Background: an optimization exercise with open tools, aiming at small area. Do not read the settings as production practice. RTL that was checked went through simulation tests only; none was proved equivalent to the original. No activity file was given, so power comes from the tool's default toggle rates.

Design swb, start of the top module:
module swb #(
    parameter integer CYC_US   = 2,      
    parameter integer TICK_CYC = 1250    
) (
    input  wire        clk,
    input  wire        rst,
    input  wire        req_valid,
    input  wire [15:0] req_word,
    output wire        req_ready,
    input  wire        sb_we,
    input  wire [3:0]  sb_addr,
    input  wire [7:0]  sb_wdata,
    input  wire        reg_we,
    input  wire [3:0]  reg_addr,
    input  wire [31:0] reg_wdata,
    output reg  [31:0] reg_rdata,
    input  wire        ss_pin,
    input  wire        rst_pin,
    output reg         lcd_rs,
    output wire        lcd_rw,
    output reg         lcd_e,
    output reg  [3:0]  lcd_d
);
For scale: ~320 flip-flops, ~110 I/O pins, roughly 18,000 um2 of cells after synthesis.
==> flow/config.mk <==
export PLATFORM = sky130hd
export DESIGN_NAME = swb
export DESIGN_NICKNAME = swb
export VERILOG_FILES = /design/flow/design.v
export SDC_FILE = /design/flow/constraint.sdc
export NUM_CORES = 4
export LEC_CHECK = 0
export ABC_AREA = 1
export CAP_MARGIN = 20
export CORE_MARGIN = 2
export CORE_UTILIZATION = 55
export CTS_BUF_LIST = sky130_fd_sc_hd__clkbuf_4 sky130_fd_sc_hd__clkbuf_8
export CTS_CLUSTER_DIAMETER = 50
export CTS_CLUSTER_SIZE = 12
export PLACE_DENSITY = 0.7
export SLEW_MARGIN = 20
==> flow/constraint.sdc <==
create_clock -name core_clock -period 25.0 [get_ports {clk}]
set_input_delay 5.0000 -clock core_clock [delete_from_list [all_inputs] [get_ports {clk}]]
set_output_delay 5.0000 -clock core_clock [all_outputs]
set_load 0.01 [all_outputs]
run.sh (not shown) runs the stock make flow with config.mk's settings and CLKGATE_MAP_FILE= SYNTH_SCRIPT=/design/flow/synth_recipe.tcl, a recipe that flattens the netlist after the stock synthesis.
The starting point passed the timing, DRC and antenna checks.
Then changed:
==> flow/flow/run.sh (new file) <==
#!/bin/bash
# The standard layout (the standard.sh, standard synthesis unchanged) with
# two arguments changed: ports are buffered with buf_1 instead of the default
# buffer, and CTS uses clkbuf_8 in clusters of at most 16 sinks, without
# dummy loads. make's full output goes to standard.log.
set -euo pipefail
export BUFFER_PORTS_ARGS="-buffer_cell sky130_fd_sc_hd__buf_1"
export CTS_ARGS="-sink_clustering_enable -repair_clock_nets -dont_use_dummy_load -buf_list sky130_fd_sc_hd__clkbuf_8 -sink_clustering_size 16 -sink_clustering_max_diameter 50"
bash standard.sh > standard.log 2>&1
==> flow/standard.sh (new file) <==
#!/bin/bash
# synth_recipe.tcl (not shown) runs the flow's synth.tcl, then flattens the netlist and writes it again
# the make line also repeats each setting of config.mk as NAME=value (left out here)
make -C /OpenROAD-flow-scripts/flow DESIGN_CONFIG=/design/flow/config.mk WORK_HOME=/design/flow/orfs CLKGATE_MAP_FILE= SYNTH_SCRIPT=/design/flow/synth_recipe.tcl "${@:-finish}"
- CAP_MARGIN: 20 -> 10
- CTS_BUF_LIST: sky130_fd_sc_hd__clkbuf_4 sky130_fd_sc_hd__clkbuf_8 -> unset
- CTS_CLUSTER_DIAMETER: 50 -> unset
- CTS_CLUSTER_SIZE: 12 -> unset
- SLEW_MARGIN: 20 -> 10
removed: flow/run.sh
What happened:
- The new run completed without violations
- final cell count falls slightly
- clock power falls by a quarter to a third
- total power falls by a little under a tenth
- non-clock buffer count falls by 1
- via count falls slightly
- synthesized area is unchanged

---

Setup of north:
Another version of the RTL of swb (not shown whole).
Size: about 330 flip-flops.
==> flow/design.v (excerpt) <==
module swb #(
    parameter integer CYC_US   = 2,      
    parameter integer TICK_CYC = 1250    
) (
    input  wire        clk,
    input  wire        rst,
    input  wire        req_valid,
    input  wire [15:0] req_word,
    output wire        req_ready,
    input  wire        sb_we,
    input  wire [3:0]  sb_addr,
    input  wire [7:0]  sb_wdata,
    input  wire        reg_we,
    input  wire [3:0]  reg_addr,
    input  wire [31:0] reg_wdata,
    output reg  [31:0] reg_rdata,
    input  wire        ss_pin,
    input  wire        rst_pin,
    output reg         lcd_rs,
    output wire        lcd_rw,
    output reg         lcd_e,
    output reg  [3:0]  lcd_d
);
export LEC_CHECK = 0
export CAP_MARGIN = 20
export CORE_MARGIN = 2
export CORE_UTILIZATION = 55
export CTS_BUF_LIST = sky130_fd_sc_hd__clkbuf_8
export CTS_CLUSTER_DIAMETER = 60
export CTS_CLUSTER_SIZE = 20
export PLACE_DENSITY = 0.7
export SLEW_MARGIN = 20
create_clock -name core_clock -period 25.0 [get_ports {clk}]
standard.sh (not shown) runs the stock make flow with config.mk's settings and CLKGATE_MAP_FILE= SYNTH_SCRIPT=/design/flow/synth_recipe.tcl, a recipe that flattens the netlist after the stock synthesis.
==> flow/flow/run.sh <==
#!/bin/bash
# The standard layout (the standard.sh, standard synthesis unchanged) with
# two placement/CTS arguments changed: ports are buffered with buf_1 instead of
# the default buffer, and CTS inserts no dummy loads.
set -euo pipefail
export BUFFER_PORTS_ARGS="-buffer_cell sky130_fd_sc_hd__buf_1"
export CTS_ARGS="-sink_clustering_enable -repair_clock_nets -dont_use_dummy_load -buf_list sky130_fd_sc_hd__clkbuf_8 -sink_clustering_size 20 -sink_clustering_max_diameter 60"
bash standard.sh > standard.log 2>&1
Having completed the whole flow, north delivered a layout that passed the timing, DRC and antenna checks.
Edits applied to the flow inputs when going from north to south:
Settings: CTS_CLUSTER_SIZE: 20 -> 12; CTS_BUF_LIST: sky130_fd_sc_hd__clkbuf_8 -> sky130_fd_sc_hd__clkbuf_4 sky130_fd_sc_hd__clkbuf_8; CTS_CLUSTER_DIAMETER: 60 -> 50.
==> flow/run.sh (new file) <==
#!/bin/bash
# synth_recipe.tcl (not shown) runs the flow's synth.tcl, then flattens the netlist and writes it again
# the make line also repeats each setting of config.mk as NAME=value (left out here)
make -C /OpenROAD-flow-scripts/flow DESIGN_CONFIG=/design/flow/config.mk WORK_HOME=/design/flow/orfs CLKGATE_MAP_FILE= SYNTH_SCRIPT=/design/flow/synth_recipe.tcl finish
removed: flow/flow/run.sh
removed: flow/standard.sh
## What came out
south ends up with a signed area change from the synthesized netlist to the final layout that is 6.1 points higher than in north.
Power was higher in the run labelled south.
south | status: complete | timing, DRC, antenna: pass
[compare] base=north new=south: final area now sits higher, post-route worst hold slack lost 5.7 ps, number of instances in the placed design held, met1 track demand over resource in global routing went up 0.75 points.
south vs. north: via count went up; sequential share of layout area shows a reduction of 2.6 points.
Combinational power: south higher than north
No functional check of the RTL was part of any run of this note.

static timing again, ports no longer ideal:
In the flow no input, the clock included, has a driving cell. The finished layouts below were timed again as built, in two steps. Step 1 (the two cells are an assumption about what drives the block):
set clk [get_ports {clk}]
set_driving_cell -lib_cell sky130_fd_sc_hd__clkbuf_16 $clk
set_driving_cell -lib_cell sky130_fd_sc_hd__buf_2 [delete_from_list [all_inputs] $clk]
Step 2 moves the port delays by t, midway between the first and last clock arrival at a register: inputs arrive t later, outputs are due t later. That takes back most of the time a late clock gives input paths. a / b / c = ideal ports / drivers / drivers and shift; a / b = the first two.
| run | t, ns | slack for setup (ns) | worst setup path after step 2 | worst slew at a driven data input, ns | cell pins on the clock port's net |
|---|---|---|---|---|---|
| the first run of note 1 | 0.611 | 12.545 / 12.521 / 12.521 | input to output | 0.08 | 1 |
| the second run of note 1 | 0.584 | 13.334 / 13.311 / 13.311 | input to output | 0.07 | 1 |
| north | 0.641 | 13.599 / 13.576 / 13.576 | input to output | 0.06 | 1 |
| south | 0.619 | 12.858 / 12.835 / 12.835 | input to output | 0.07 | 1 |
After both steps every run listed still meets setup and hold. The setup slack of the first run of note 1, which loses most, moves by -0.024 ns with the drivers and by -0.024 ns with both steps.
